This is an optimization exercise on Yosys and OpenROAD, whose aim is small area, a short achievable clock period and few clock cycles, not a production implementation. RTL that was checked went through simulation tests only; none was proved equivalent to the original. No activity file was given, so power comes from the tool's default toggle rates.

==> willow: inputs <==
==> flow/design.v (excerpt) <==
module tp_core (
    input  wire        clk,
    input  wire        rst,
    input  wire        in_valid,
    input  wire [7:0]  in_data,
    input  wire        in_last,
    output reg         in_ready,
    output reg         bit_valid,
    output reg         bit_data,
    output reg         pm_valid,
    output wire [7:0]  pm_pos,
    output wire [31:0] pm_obs,
    output reg  [5:0]  pm_obsn,
    output reg  [4:0]  pm_score,
    output reg         fr_valid,
    output reg  [7:0]  fr_start,
    output wire [7:0]  fr_end,
    output reg         done,
    output reg  [9:0]  marker_count,
    output reg  [7:0]  bit_count,
    output reg  [2:0]  frame_count,
    output reg  [7:0]  frame_min_len,
    output reg  [7:0]  frame_max_len,
    output reg  [7:0]  pm_count,
    output reg         diag
);
    localparam [31:0] SYNCW = 32'hC3A55A1E;   
    localparam integer NG   = 86;             
    reg       i_v;
    reg [1:0] i_s;                  
  ...
clock: 10.0 ns
lec_check: 0
cap_margin: 20
core_margin: 2
core_utilization: 40
slew_margin: 20
standard.sh (not shown) runs the stock make flow with config.mk's settings and CLKGATE_MAP_FILE= SYNTH_SCRIPT=/design/flow/synth_recipe.tcl, a recipe that flattens the netlist after the stock synthesis.
==> flow/flow/run.sh <==
#!/bin/bash
# Standard ORFS layout, with timing repair aiming at a larger setup margin.
set -euo pipefail
bash standard.sh SETUP_SLACK_MARGIN=6.5 finish > standard_flow.log 2>&1
==> xenon (differences from willow) <==
--- a/flow/design.v
+++ b/flow/design.v
@@ -244,20 +244,27 @@
     wire        shift  = sh_r | fl;
     wire        qv     = ~clr & (hw | (pos == 8'hFF));
     wire [4:0]  ho0    = clr ? 5'd0 : holdoff;
     wire        wbusy  = fl | cl | done;
     wire        wlast  = r_last | lpend;
-    wire [23:0] dnext = win[29:6] ^ SYNCW[31:8];
-    reg  [2:0]  ps [0:3];
-    integer pj;
-    always @(posedge clk) begin
-        if (shift)
-            for (pj = 0; pj < 4; pj = pj + 1)
-                ps[pj] <= {2'd0, dnext[6*pj]}   + {2'd0, dnext[6*pj+1]} + {2'd0, dnext[6*pj+2]}
-                        + {2'd0, dnext[6*pj+3]} + {2'd0, dnext[6*pj+4]} + {2'd0, dnext[6*pj+5]};
-    end
-    wire [4:0]  ndiff = ({2'd0, ps[0]} + {2'd0, ps[1]}) + ({2'd0, ps[2]} + {2'd0, ps[3]});
+    wire [23:0] diff = win[30:7] ^ SYNCW[31:8];
+    wire [1:0]  pc1 [0:7];
+    wire [2:0]  pc2 [0:3];
+    wire [3:0]  pc3 [0:1];
+    genvar pi;
+    generate
+        for (pi = 0; pi < 8; pi = pi + 1) begin : pcnt1
+            assign pc1[pi] = {1'b0, diff[3*pi]} + {1'b0, diff[3*pi+1]} + {1'b0, diff[3*pi+2]};
+        end
+        for (pi = 0; pi < 4; pi = pi + 1) begin : pcnt2
+            assign pc2[pi] = {1'b0, pc1[2*pi]} + {1'b0, pc1[2*pi+1]};
+        end
+        for (pi = 0; pi < 2; pi = pi + 1) begin : pcnt3
+            assign pc3[pi] = {1'b0, pc2[2*pi]} + {1'b0, pc2[2*pi+1]};
+        end
+    endgenerate
+    wire [4:0]  ndiff = {1'b0, pc3[0]} + {1'b0, pc3[1]};
     wire        hit   = (ndiff <= 5'd4);
     wire        exact = sh_r & qv & ({win[30:0], bit_data} == SYNCW) & (ho0 == 5'd0);
     wire [2:0]  fc0   = clr ? 3'd0 : frame_count;
     wire        fo0   = clr ? 1'b0 : fopen;
     wire [7:0]  bc0   = clr ? 8'd0 : bit_count;
==> flow/run.sh (new file) <==
#!/bin/bash
# synth_recipe.tcl (not shown) runs the flow's synth.tcl, then flattens the netlist and writes it again
# the make line also repeats each setting of config.mk as NAME=value (left out here)
make -C /OpenROAD-flow-scripts/flow DESIGN_CONFIG=/design/flow/config.mk WORK_HOME=/design/flow/orfs CLKGATE_MAP_FILE= SYNTH_SCRIPT=/design/flow/synth_recipe.tcl finish
Settings changed: SETUP_SLACK_MARGIN set to 5.
removed: flow/flow/run.sh
removed: flow/standard.sh
==> tundra (differences from willow) <==
--- a/flow/design.v
+++ b/flow/design.v
@@ -125,97 +125,15 @@
             ts <= 2'd0;
             hd <= 7'd0;
             hs <= 2'd0;
         end
     end
-    function [1:0] dec3(input [6:0] a);     
-        case (a)
-            7'd0: dec3 = 2'd0;
-            7'd1: dec3 = 2'd1;
-            7'd2: dec3 = 2'd2;
-            7'd3: dec3 = 2'd0;
-            7'd4: dec3 = 2'd1;
-            7'd5: dec3 = 2'd2;
-            7'd6: dec3 = 2'd0;
-            7'd7: dec3 = 2'd1;
-            7'd8: dec3 = 2'd2;
-            7'd9: dec3 = 2'd0;
-            7'd10: dec3 = 2'd1;
-            7'd11: dec3 = 2'd2;
-            7'd12: dec3 = 2'd0;
-            7'd13: dec3 = 2'd1;
-            7'd14: dec3 = 2'd2;
-            7'd15: dec3 = 2'd0;
-            7'd16: dec3 = 2'd1;
-            7'd17: dec3 = 2'd2;
-            7'd18: dec3 = 2'd0;
-            7'd19: dec3 = 2'd1;
-            7'd20: dec3 = 2'd2;
-            7'd21: dec3 = 2'd0;
-            7'd22: dec3 = 2'd1;
-            7'd23: dec3 = 2'd2;
-            7'd24: dec3 = 2'd0;
-            7'd25: dec3 = 2'd1;
-            7'd26: dec3 = 2'd2;
-            7'd32: dec3 = 2'd0;
-            7'd33: dec3 = 2'd0;
-            7'd34: dec3 = 2'd0;
-            7'd35: dec3 = 2'd1;
-            7'd36: dec3 = 2'd1;
-            7'd37: dec3 = 2'd1;
-            7'd38: dec3 = 2'd2;
-            7'd39: dec3 = 2'd2;
-            7'd40: dec3 = 2'd2;
-            7'd41: dec3 = 2'd0;
-            7'd42: dec3 = 2'd0;
-            7'd43: dec3 = 2'd0;
-            7'd44: dec3 = 2'd1;
-            7'd45: dec3 = 2'd1;
-            7'd46: dec3 = 2'd1;
-            7'd47: dec3 = 2'd2;
-            7'd48: dec3 = 2'd2;
-            7'd49: dec3 = 2'd2;
-            7'd50: dec3 = 2'd0;
-            7'd51: dec3 = 2'd0;
-            7'd52: dec3 = 2'd0;
-            7'd53: dec3 = 2'd1;
-            7'd54: dec3 = 2'd1;
-            7'd55: dec3 = 2'd1;
-            7'd56: dec3 = 2'd2;
-            7'd57: dec3 = 2'd2;
-            7'd58: dec3 = 2'd2;
-            7'd64: dec3 = 2'd0;
-            7'd65: dec3 = 2'd0;
-            7'd66: dec3 = 2'd0;
-            7'd67: dec3 = 2'd0;
-            7'd68: dec3 = 2'd0;
-            7'd69: dec3 = 2'd0;
-            7'd70: dec3 = 2'd0;
-            7'd71: dec3 = 2'd0;
-            7'd72: dec3 = 2'd0;
-            7'd73: dec3 = 2'd1;
-            7'd74: dec3 = 2'd1;
-            7'd75: dec3 = 2'd1;
-            7'd76: dec3 = 2'd1;
-            7'd77: dec3 = 2'd1;
-            7'd78: dec3 = 2'd1;
-            7'd79: dec3 = 2'd1;
-            7'd80: dec3 = 2'd1;
-            7'd81: dec3 = 2'd1;
-            7'd82: dec3 = 2'd2;
-            7'd83: dec3 = 2'd2;
-            7'd84: dec3 = 2'd2;
-            7'd85: dec3 = 2'd2;
-            7'd86: dec3 = 2'd2;
-            7'd87: dec3 = 2'd2;
-            7'd88: dec3 = 2'd2;
-            7'd89: dec3 = 2'd2;
-            7'd90: dec3 = 2'd2;
-            default: dec3 = 2'd0;
-        endcase
-    endfunction
-    wire [1:0] trit = dec3({rd_hs, rd_g});
+    wire [1:0] dg2 = (rd_g >= 5'd18) ? 2'd2 : (rd_g >= 5'd9) ? 2'd1 : 2'd0;
+    wire [3:0] rm2 = rd_g[3:0] - (dg2[1] ? 4'd2 : dg2[0] ? 4'd9 : 4'd0);    
+    wire [1:0] dg1 = (rm2 >= 4'd6) ? 2'd2 : (rm2 >= 4'd3) ? 2'd1 : 2'd0;
+    wire [1:0] dg0 = rm2[1:0] - (dg1[1] ? 2'd2 : dg1[0] ? 2'd3 : 2'd0);     
+    wire [1:0] trit = (rd_hs == 2'd0) ? dg0 : (rd_hs == 2'd1) ? dg1 : dg2;
     reg r_last;
     always @(posedge clk) begin
         bit_data <= trit[1];
         if (rst) begin
             bit_valid <= 1'b0;
@@ -227,11 +145,10 @@
     end
     reg  [31:0] win;                
     reg         fl;                 
     reg         cl;                 
     reg         hw;                 
-    reg  [4:0]  holdoff;            
     reg         fopen;
     reg         fup;                
     reg  [7:0]  flen;               
     reg  [7:0]  pos;                
     reg         lpend;              
@@ -241,11 +158,10 @@
     assign pm_pos = pos;
     wire        clr    = done;      
     wire        sh_r   = bit_valid;
     wire        shift  = sh_r | fl;
     wire        qv     = ~clr & (hw | (pos == 8'hFF));
-    wire [4:0]  ho0    = clr ? 5'd0 : holdoff;
     wire        wbusy  = fl | cl | done;
     wire        wlast  = r_last | lpend;
     wire [23:0] dnext = win[29:6] ^ SYNCW[31:8];
     reg  [2:0]  ps [0:3];
     integer pj;
@@ -255,11 +171,11 @@
                 ps[pj] <= {2'd0, dnext[6*pj]}   + {2'd0, dnext[6*pj+1]} + {2'd0, dnext[6*pj+2]}
                         + {2'd0, dnext[6*pj+3]} + {2'd0, dnext[6*pj+4]} + {2'd0, dnext[6*pj+5]};
     end
     wire [4:0]  ndiff = ({2'd0, ps[0]} + {2'd0, ps[1]}) + ({2'd0, ps[2]} + {2'd0, ps[3]});
     wire        hit   = (ndiff <= 5'd4);
-    wire        exact = sh_r & qv & ({win[30:0], bit_data} == SYNCW) & (ho0 == 5'd0);
+    wire        exact = sh_r & qv & ({win[30:0], bit_data} == SYNCW) & (~fo0 | (flen >= 8'd32));
     wire [2:0]  fc0   = clr ? 3'd0 : frame_count;
     wire        fo0   = clr ? 1'b0 : fopen;
     wire [7:0]  bc0   = clr ? 8'd0 : bit_count;
     wire        femit = (exact | cl) & fo0;       
     wire        nmin  = (fc0 == 3'd0) | (flen < frame_min_len);
@@ -278,11 +194,10 @@
             fr_valid      <= 1'b0;
             fup           <= 1'b0;
             lpend         <= 1'b0;
             {m1, m2, m3, m4} <= 4'd0;
             hw            <= 1'b0;
-            holdoff       <= 5'd0;
             fopen         <= 1'b0;
             pos           <= 8'd224;
             pm_obsn       <= 6'd32;
             bit_count     <= 8'd0;
             pm_count      <= 8'd0;
@@ -320,16 +235,10 @@
                 pos <= 8'd224;
             end
             if (fl)
                 pm_obsn <= pm_obsn - 6'd1;
             if (exact)
-                holdoff <= 5'd31;
-            else if (sh_r)
-                holdoff <= (ho0 != 5'd0) ? ho0 - 5'd1 : 5'd0;
-            else if (clr)
-                holdoff <= 5'd0;
-            if (exact)
                 flen <= 8'd1;
             else if (sh_r)
                 flen <= flen + 8'd1;
             else if (fl && pm_obsn == 6'd32)
                 flen <= flen + 8'd31;
==> flow/flow/run.sh (replaced) <==
#!/bin/bash
# Standard ORFS layout, with timing repair aiming at a larger setup margin.
set -euo pipefail
bash standard.sh SETUP_SLACK_MARGIN=7.0 finish > standard_flow.log 2>&1
==> comparison <==
Synthesized cell count: tundra < xenon < willow.
Synthesized area: xenon < tundra < willow.
In xenon the utilization is lower than in tundra, by 2.1 points.
Clock-buffer cell count: tundra > willow > xenon.
Sequential power is about the same in tundra and willow.
Testbench counts of tundra, summed over its fixed seeds: cycles 49,242.
For willow and xenon, only the layout was checked, not whether the RTL still works.

---

==> inputs of run A <==
==> flow/design.v <==
module tp_core (
    input  wire        clk,
    input  wire        rst,
    input  wire        in_valid,
    input  wire [7:0]  in_data,
    input  wire        in_last,
    output reg         in_ready,
    output reg         bit_valid,
    output reg         bit_data,
    output reg         pm_valid,
    output wire [7:0]  pm_pos,
    output wire [31:0] pm_obs,
    output reg  [5:0]  pm_obsn,
    output reg  [4:0]  pm_score,
    output reg         fr_valid,
    output reg  [7:0]  fr_start,
    output wire [7:0]  fr_end,
    output reg         done,
    output reg  [9:0]  marker_count,
    output wire [7:0]  bit_count,
    output reg  [2:0]  frame_count,
    output reg  [7:0]  frame_min_len,
    output reg  [7:0]  frame_max_len,
    output reg  [7:0]  pm_count,
    output reg         diag
);
    localparam [31:0] SYNCW = 32'hC3A55A1E;   
    localparam integer NG   = 86;             
    reg       i_v;
    reg [1:0] i_s;                  
    reg       i_last;
    reg       rst_q;                
    wire accept = in_valid & in_ready;
    reg            pv;              
    reg            nz;              
    reg            ph;              
    reg  [1:0]     ts;
    reg  [3:0]     cs;
    reg  [6:0]     hd;
    reg  [1:0]     hs;
    reg  [4:0]     g [0:NG-1];
    wire       mk   = i_s[0] & i_s[1];
    wire       push = i_v & ~mk & (ts == 2'd2);
    wire       adv  = nz & ~ph;
    wire [4:0] gnew = {1'b0, cs} + (i_s[1] ? 5'd18 : i_s[0] ? 5'd9 : 5'd0);
    wire [3:0] csn  = (ts == 2'd0) ? {2'b00, i_s} :
                      cs + (i_s[1] ? 4'd6 : i_s[0] ? 4'd3 : 4'd0);
    wire [4:0] ge [0:127];
    genvar gi;
    generate
        for (gi = 0; gi < 128; gi = gi + 1) begin : gext
            if (gi == 0)       assign ge[gi] = {1'b0, cs};
            else if (gi <= NG) assign ge[gi] = g[gi-1];
            else               assign ge[gi] = 5'd0;
        end
    endgenerate
    reg  [4:0] gmid;
    integer gx;
    always @(*) begin
        gmid = 5'd0;
        for (gx = 0; gx <= NG; gx = gx + 1)
            gmid = gmid | (ge[gx] & {5{hd == gx}});
    end
    reg       rd_v;
    reg [4:0] rd_g;
    reg [1:0] rd_hs;
    reg       rd_last;
    integer k;
    always @(posedge clk) begin
        if (push) begin
            g[0] <= gnew;
            for (k = 1; k < NG; k = k + 1)
                g[k] <= g[k-1];
        end
    end
    always @(posedge clk) begin
        rd_g  <= gmid;
        rd_hs <= hs;
        if (i_v & ~mk) begin
            cs <= csn;
            ts <= (ts == 2'd2) ? 2'd0 : ts + 2'd1;
            nz <= 1'b1;
            ph <= ~ph;
            if (adv)
                hs <= (hs == 2'd2) ? 2'd0 : hs + 2'd1;
            if (push)
                hd <= hd + 7'd1;
            else if (adv && hs == 2'd2)
                hd <= hd - 7'd1;
        end
        if (rst_q) begin
            pv <= 1'b0;
            rd_v <= 1'b0;
            rd_last <= 1'b0;
        end else begin
            rd_v    <= i_v & mk & pv & nz;
            rd_last <= i_v & i_last;
            if (i_v & mk)
                pv <= 1'b1;
            if (i_v & i_last)
                pv <= 1'b0;
        end
        if (rst_q || (i_v & (mk | i_last))) begin
            nz <= 1'b0;
            ph <= 1'b0;
            ts <= 2'd0;
            hd <= 7'd0;
            hs <= 2'd0;
        end
    end
    wire [1:0] dg2 = (rd_g >= 5'd18) ? 2'd2 : (rd_g >= 5'd9) ? 2'd1 : 2'd0;
    wire [3:0] rm2 = rd_g[3:0] - (dg2[1] ? 4'd2 : dg2[0] ? 4'd9 : 4'd0);    
    wire [1:0] dg1 = (rm2 >= 4'd6) ? 2'd2 : (rm2 >= 4'd3) ? 2'd1 : 2'd0;
    wire [1:0] dg0 = rm2[1:0] - (dg1[1] ? 2'd2 : dg1[0] ? 2'd3 : 2'd0);     
    wire [1:0] trit = (rd_hs == 2'd0) ? dg0 : (rd_hs == 2'd1) ? dg1 : dg2;
    reg r_last;
    always @(posedge clk) begin
        bit_data <= trit[1];
        if (rst_q) begin
            bit_valid <= 1'b0;
            r_last    <= 1'b0;
        end else begin
            bit_valid <= rd_v & (trit != 2'd0);
            r_last    <= rd_last;
        end
    end
    reg  [31:0] win;                
    reg         fl;                 
    reg         cl;                 
    reg         hw;                 
    reg         fopen;
    reg         fup;                
    reg  [7:0]  flen;               
    reg  [7:0]  pos;                
    reg         lpend;              
    reg         m1, m2, m3, m4;     
    assign pm_obs = win;
    assign fr_end = pos;
    assign pm_pos = pos;
    assign bit_count = pos;       
    wire        clr    = done | rst_q;    
    wire        sh_r   = bit_valid & ~rst_q;
    wire        shift  = (bit_valid | fl) & ~rst_q;
    wire        qv     = ~clr & (hw | (pos == 8'hFF));
    wire        wbusy  = fl | cl | done;
    wire        wlast  = r_last | lpend;
    wire [23:0] dnext = win[29:6] ^ SYNCW[31:8];
    reg  [2:0]  ps [0:3];
    integer pj;
    always @(posedge clk) begin
        if (shift)
            for (pj = 0; pj < 4; pj = pj + 1)
                ps[pj] <= {2'd0, dnext[6*pj]}   + {2'd0, dnext[6*pj+1]} + {2'd0, dnext[6*pj+2]}
                        + {2'd0, dnext[6*pj+3]} + {2'd0, dnext[6*pj+4]} + {2'd0, dnext[6*pj+5]};
    end
    wire [4:0]  ndiff = ({2'd0, ps[0]} + {2'd0, ps[1]}) + ({2'd0, ps[2]} + {2'd0, ps[3]});
    wire        hit   = (ndiff <= 5'd4);
    wire        exact = sh_r & qv & ({win[30:0], bit_data} == SYNCW) & (~fo0 | (flen >= 8'd32));
    wire [2:0]  fc0   = clr ? 3'd0 : frame_count;
    wire        fo0   = clr ? 1'b0 : fopen;
    wire        femit = (exact | cl) & fo0;       
    wire        nmin  = (fc0 == 3'd0) | (flen < frame_min_len);
    wire        nmax  = (fc0 == 3'd0) | (flen > frame_max_len);
    wire        c24   = cl & ~shift & ~clr;
    always @(posedge clk) begin
        win      <= ({win[30:0], sh_r & bit_data} & {32{shift}}) | (win & {32{~shift}});
        pm_score <= 5'd24 - ndiff;
        fr_start <= (pos & {8{fup}}) | (fr_start & {8{~fup}});
        if (rst_q) begin
            fl            <= 1'b0;
            cl            <= 1'b0;
            done          <= 1'b0;
            pm_valid      <= 1'b0;
            fr_valid      <= 1'b0;
            fup           <= 1'b0;
            lpend         <= 1'b0;
            {m1, m2, m3, m4} <= 4'd0;
        end else begin
            done     <= cl;
            cl       <= fl & (pm_obsn == 6'd25);
            pm_valid <= shift & qv & hit;
            fr_valid <= femit;
            fup      <= exact;
            {m1, m2, m3, m4} <= {i_v & mk, m1, m2, m3};
            if (wlast & ~wbusy)
                fl <= 1'b1;
            else if (fl & (pm_obsn == 6'd25))
                fl <= 1'b0;
            lpend <= wlast & wbusy;
            if (exact)
                flen <= 8'd1;
            else if (sh_r)
                flen <= flen + 8'd1;
            else if (fl && pm_obsn == 6'd32)
                flen <= flen + 8'd31;
        end
        marker_count <= (clr ? 10'd0 : marker_count) + {9'd0, m4 & ~rst_q};
        pm_count     <= (clr ? 8'd0 : pm_count) + {7'd0, pm_valid & ~rst_q};
        pm_obsn <= clr ? 6'd32 : pm_obsn - {5'd0, fl};
        if (shift)
            hw <= qv;
        else if (clr)
            hw <= 1'b0;
        pos <= (clr ? 8'd224 : pos) + {3'd0, c24, c24, 2'd0, shift};
        fopen <= exact ? 1'b1 : (cl ? 1'b0 : fo0);
        frame_count <= fc0 + {2'd0, femit};
        frame_min_len <= (flen & {8{femit & nmin}}) | (frame_min_len & {8{~(femit & nmin) & ~clr}});
        frame_max_len <= (flen & {8{femit & nmax}}) | (frame_max_len & {8{~(femit & nmax) & ~clr}});
        diag <= (cl & (pos != 8'd232) & (frame_count == 3'd0) & ~fopen) | (~cl & diag);
    end
    always @(posedge clk) begin
        i_s    <= in_data[1:0];
        i_last <= in_last;
        rst_q  <= rst;
        i_v    <= accept & ~rst_q;
        in_ready <= ~rst & (rst_q | (((fl & (pm_obsn == 6'd29)) | in_ready) & ~(accept & in_last)));
    end
endmodule
==> flow/flow/run.sh <==
#!/bin/bash
# Standard ORFS layout, with timing repair aiming at a larger setup margin.
set -euo pipefail
bash standard.sh SETUP_SLACK_MARGIN=6.8 finish > standard_flow.log 2>&1
==> flow/standard.sh <==
#!/bin/bash
# synth_recipe.tcl (not shown) runs the flow's synth.tcl, then flattens the netlist and writes it again
# the make line also repeats each setting of config.mk as NAME=value (left out here)
make -C /OpenROAD-flow-scripts/flow DESIGN_CONFIG=/design/flow/config.mk WORK_HOME=/design/flow/orfs CLKGATE_MAP_FILE= SYNTH_SCRIPT=/design/flow/synth_recipe.tcl "${@:-finish}"
==> flow/config.mk <==
export PLATFORM = sky130hd
export DESIGN_NAME = tp_core
export DESIGN_NICKNAME = tp_core
export VERILOG_FILES = /design/flow/design.v
export SDC_FILE = /design/flow/constraint.sdc
export NUM_CORES = 4
export LEC_CHECK = 0
export CAP_MARGIN = 20
export CORE_MARGIN = 2
export CORE_UTILIZATION = 40
export SLEW_MARGIN = 20
==> flow/constraint.sdc <==
create_clock -name core_clock -period 10.0 [get_ports {clk}]
set_input_delay 2.0000 -clock core_clock [delete_from_list [all_inputs] [get_ports {clk}]]
set_output_delay 2.0000 -clock core_clock [all_outputs]
set_load 0.01 [all_outputs]
==> run K (differences from run A) <==
--- a/flow/design.v
+++ b/flow/design.v
@@ -38,4 +38,5 @@
     reg  [3:0]     cs;
     reg  [6:0]     hd;
+    reg  [3:0]     hl;              
     reg  [1:0]     hs;
     reg  [4:0]     g [0:NG-1];
@@ -60,6 +61,9 @@
         gmid = 5'd0;
         for (gx = 0; gx <= NG; gx = gx + 1)
-            gmid = gmid | (ge[gx] & {5{hd == gx}});
-    end
+            gmid = gmid | (ge[gx] & {5{hl[gx % 4] & (hd[6:2] == gx / 4)}});
+    end
+    wire [6:0] hd_n = (rst_q | (i_v & (mk | i_last))) ? 7'd0 :
+                      push                                ? hd + 7'd1 :
+                      (i_v & ~mk & adv & (hs == 2'd2))    ? hd - 7'd1 : hd;
     reg       rd_v;
     reg [4:0] rd_g;
@@ -84,8 +88,4 @@
             if (adv)
                 hs <= (hs == 2'd2) ? 2'd0 : hs + 2'd1;
-            if (push)
-                hd <= hd + 7'd1;
-            else if (adv && hs == 2'd2)
-                hd <= hd - 7'd1;
         end
         if (rst_q) begin
@@ -105,21 +105,25 @@
             ph <= 1'b0;
             ts <= 2'd0;
-            hd <= 7'd0;
             hs <= 2'd0;
         end
-    end
-    wire [1:0] dg2 = (rd_g >= 5'd18) ? 2'd2 : (rd_g >= 5'd9) ? 2'd1 : 2'd0;
-    wire [3:0] rm2 = rd_g[3:0] - (dg2[1] ? 4'd2 : dg2[0] ? 4'd9 : 4'd0);    
-    wire [1:0] dg1 = (rm2 >= 4'd6) ? 2'd2 : (rm2 >= 4'd3) ? 2'd1 : 2'd0;
-    wire [1:0] dg0 = rm2[1:0] - (dg1[1] ? 2'd2 : dg1[0] ? 2'd3 : 2'd0);     
-    wire [1:0] trit = (rd_hs == 2'd0) ? dg0 : (rd_hs == 2'd1) ? dg1 : dg2;
+        hd <= hd_n;
+        hl <= 4'b0001 << hd_n[1:0];
+    end
+    wire dz0 = (rd_g == 5'd2) | (rd_g == 5'd5) | (rd_g == 5'd8) | (rd_g == 5'd11) | (rd_g == 5'd14) | (rd_g == 5'd17) | (rd_g == 5'd20) | (rd_g == 5'd23) | (rd_g == 5'd26);    
+    wire do0 = (rd_g == 5'd1) | (rd_g == 5'd4) | (rd_g == 5'd7) | (rd_g == 5'd10) | (rd_g == 5'd13) | (rd_g == 5'd16) | (rd_g == 5'd19) | (rd_g == 5'd22) | (rd_g == 5'd25);    
+    wire dz1 = (rd_g == 5'd6) | (rd_g == 5'd7) | (rd_g == 5'd8) | (rd_g == 5'd15) | (rd_g == 5'd16) | (rd_g == 5'd17) | (rd_g == 5'd24) | (rd_g == 5'd25) | (rd_g == 5'd26);    
+    wire do1 = (rd_g == 5'd3) | (rd_g == 5'd4) | (rd_g == 5'd5) | (rd_g == 5'd12) | (rd_g == 5'd13) | (rd_g == 5'd14) | (rd_g == 5'd21) | (rd_g == 5'd22) | (rd_g == 5'd23);    
+    wire dz2 = (rd_g == 5'd18) | (rd_g == 5'd19) | (rd_g == 5'd20) | (rd_g == 5'd21) | (rd_g == 5'd22) | (rd_g == 5'd23) | (rd_g == 5'd24) | (rd_g == 5'd25) | (rd_g == 5'd26);    
+    wire do2 = (rd_g == 5'd9) | (rd_g == 5'd10) | (rd_g == 5'd11) | (rd_g == 5'd12) | (rd_g == 5'd13) | (rd_g == 5'd14) | (rd_g == 5'd15) | (rd_g == 5'd16) | (rd_g == 5'd17);    
+    wire dig2 = (rd_hs == 2'd0) ? dz0 : (rd_hs == 2'd1) ? dz1 : dz2;
+    wire dig1 = (rd_hs == 2'd0) ? do0 : (rd_hs == 2'd1) ? do1 : do2;
     reg r_last;
     always @(posedge clk) begin
-        bit_data <= trit[1];
+        bit_data <= dig2;
         if (rst_q) begin
             bit_valid <= 1'b0;
             r_last    <= 1'b0;
         end else begin
-            bit_valid <= rd_v & (trit != 2'd0);
+            bit_valid <= rd_v & (dig2 | dig1);
             r_last    <= rd_last;
         end
--- a/flow/config.mk
+++ b/flow/config.mk
@@ -9,3 +9,5 @@
 export CORE_MARGIN = 2
 export CORE_UTILIZATION = 40
+export CTS_CLUSTER_DIAMETER = 60
+export CTS_CLUSTER_SIZE = 20
 export SLEW_MARGIN = 20
==> run Z (differences from run A) <==
--- a/flow/config.mk
+++ b/flow/config.mk
@@ -9,3 +9,5 @@
 export CORE_MARGIN = 2
 export CORE_UTILIZATION = 40
+export CTS_CLUSTER_DIAMETER = 70
+export CTS_CLUSTER_SIZE = 24
 export SLEW_MARGIN = 20
==> summary.txt <==
item	run A	run K	run Z
Wire length per cell	23.6 µm	26.5 µm	23.9 µm
Gpl congestion	0.839	0.893	0.839
Area share of the leading cell type in the synthesized netlist	0.627	0.606	0.627
Fraction of area in clock buffers and inverters	0.0687	0.0542	0.0406
Result of the run	timing/DRC/antenna clean	timing/DRC/antenna clean	timing/DRC/antenna clean
PnR worst setup slack	6.77 ns	6.75 ns	6.83 ns
Largest stage delay, worst path	0.43 ns	0.46 ns	0.36 ns
Switching power of the nets	999 µW	1.01 mW	872 µW
Combinational Power Share	0.009	0.007	0.010
Crit path arrival time	1.23 ns	1.25 ns	1.17 ns
Crit path depth	1	1	2
Violation count after the first detailed-routing iteration	1,997	2,173	1,814
F_max	309 MHz	308 MHz	315 MHz
Maximum number of pins on one net before global-route repair	97	105	97
First-pass DRT Iterations	5	6	6
RR Endpoint	rd_g[1]	rd_g[2]	rd_g[2]
Die boundary height	247 µm	252 µm	247 µm
Max stage delay cell, worst path	sky130_fd_sc_hd__edfxtp_1	sky130_fd_sc_hd__edfxtp_1	sky130_fd_sc_hd__dfxtp_4
Global routing usage summed across all routing layers	0.198	0.221	0.194
Testbench counts of run A, summed over its fixed seeds: cycles 49,242.
Testbench counts of run Z, summed over its fixed seeds: cycles 49,242.
Only the layout flow was run in run K; the RTL was not checked for function there.

-- what the ideal ports hide --
The results above use ideal ports. As a check the final layouts listed here were re-extracted and re-timed, cells and wires unchanged. Step 1 assumes that a clkbuf_16 drives the clock port and a buf_2 every other input. Step 2 moves the port delays by t, midway between the first and last clock arrival at a register: inputs arrive t later, outputs are due t later. That takes back most of the time a late clock gives input paths. Three values: ideal ports, drivers, drivers and shift; two values: the first two.
run | t, ns | setup WS [ns] | hold slack, ns | worst register clock-pin slew, ns
willow | 0.645 | 6.437 / 6.437 / 6.437 | 0.427 / 0.427 / 0.427 | 0.07 / 0.07
xenon | 0.637 | 5.462 / 5.462 / 5.462 | 0.360 / 0.360 / 0.360 | 0.06 / 0.06
tundra | 0.635 | 6.834 / 6.772 / 6.555 | 0.412 / 0.412 / 0.412 | 0.06 / 0.06
run A | 0.681 | 6.767 / 6.705 / 6.842 | 0.399 / 0.399 / 0.399 | 0.07 / 0.07
run K | 0.663 | 6.754 / 6.695 / 6.873 | 0.401 / 0.401 / 0.401 | 0.09 / 0.09
run Z | 0.631 | 6.828 / 6.768 / 6.852 | 0.404 / 0.404 / 0.404 | 0.10 / 0.10
After both steps setup and hold are still met in every run listed. For tundra, which loses most, drivers alone change the setup slack by -0.062 ns; drivers and shift together by -0.279 ns.
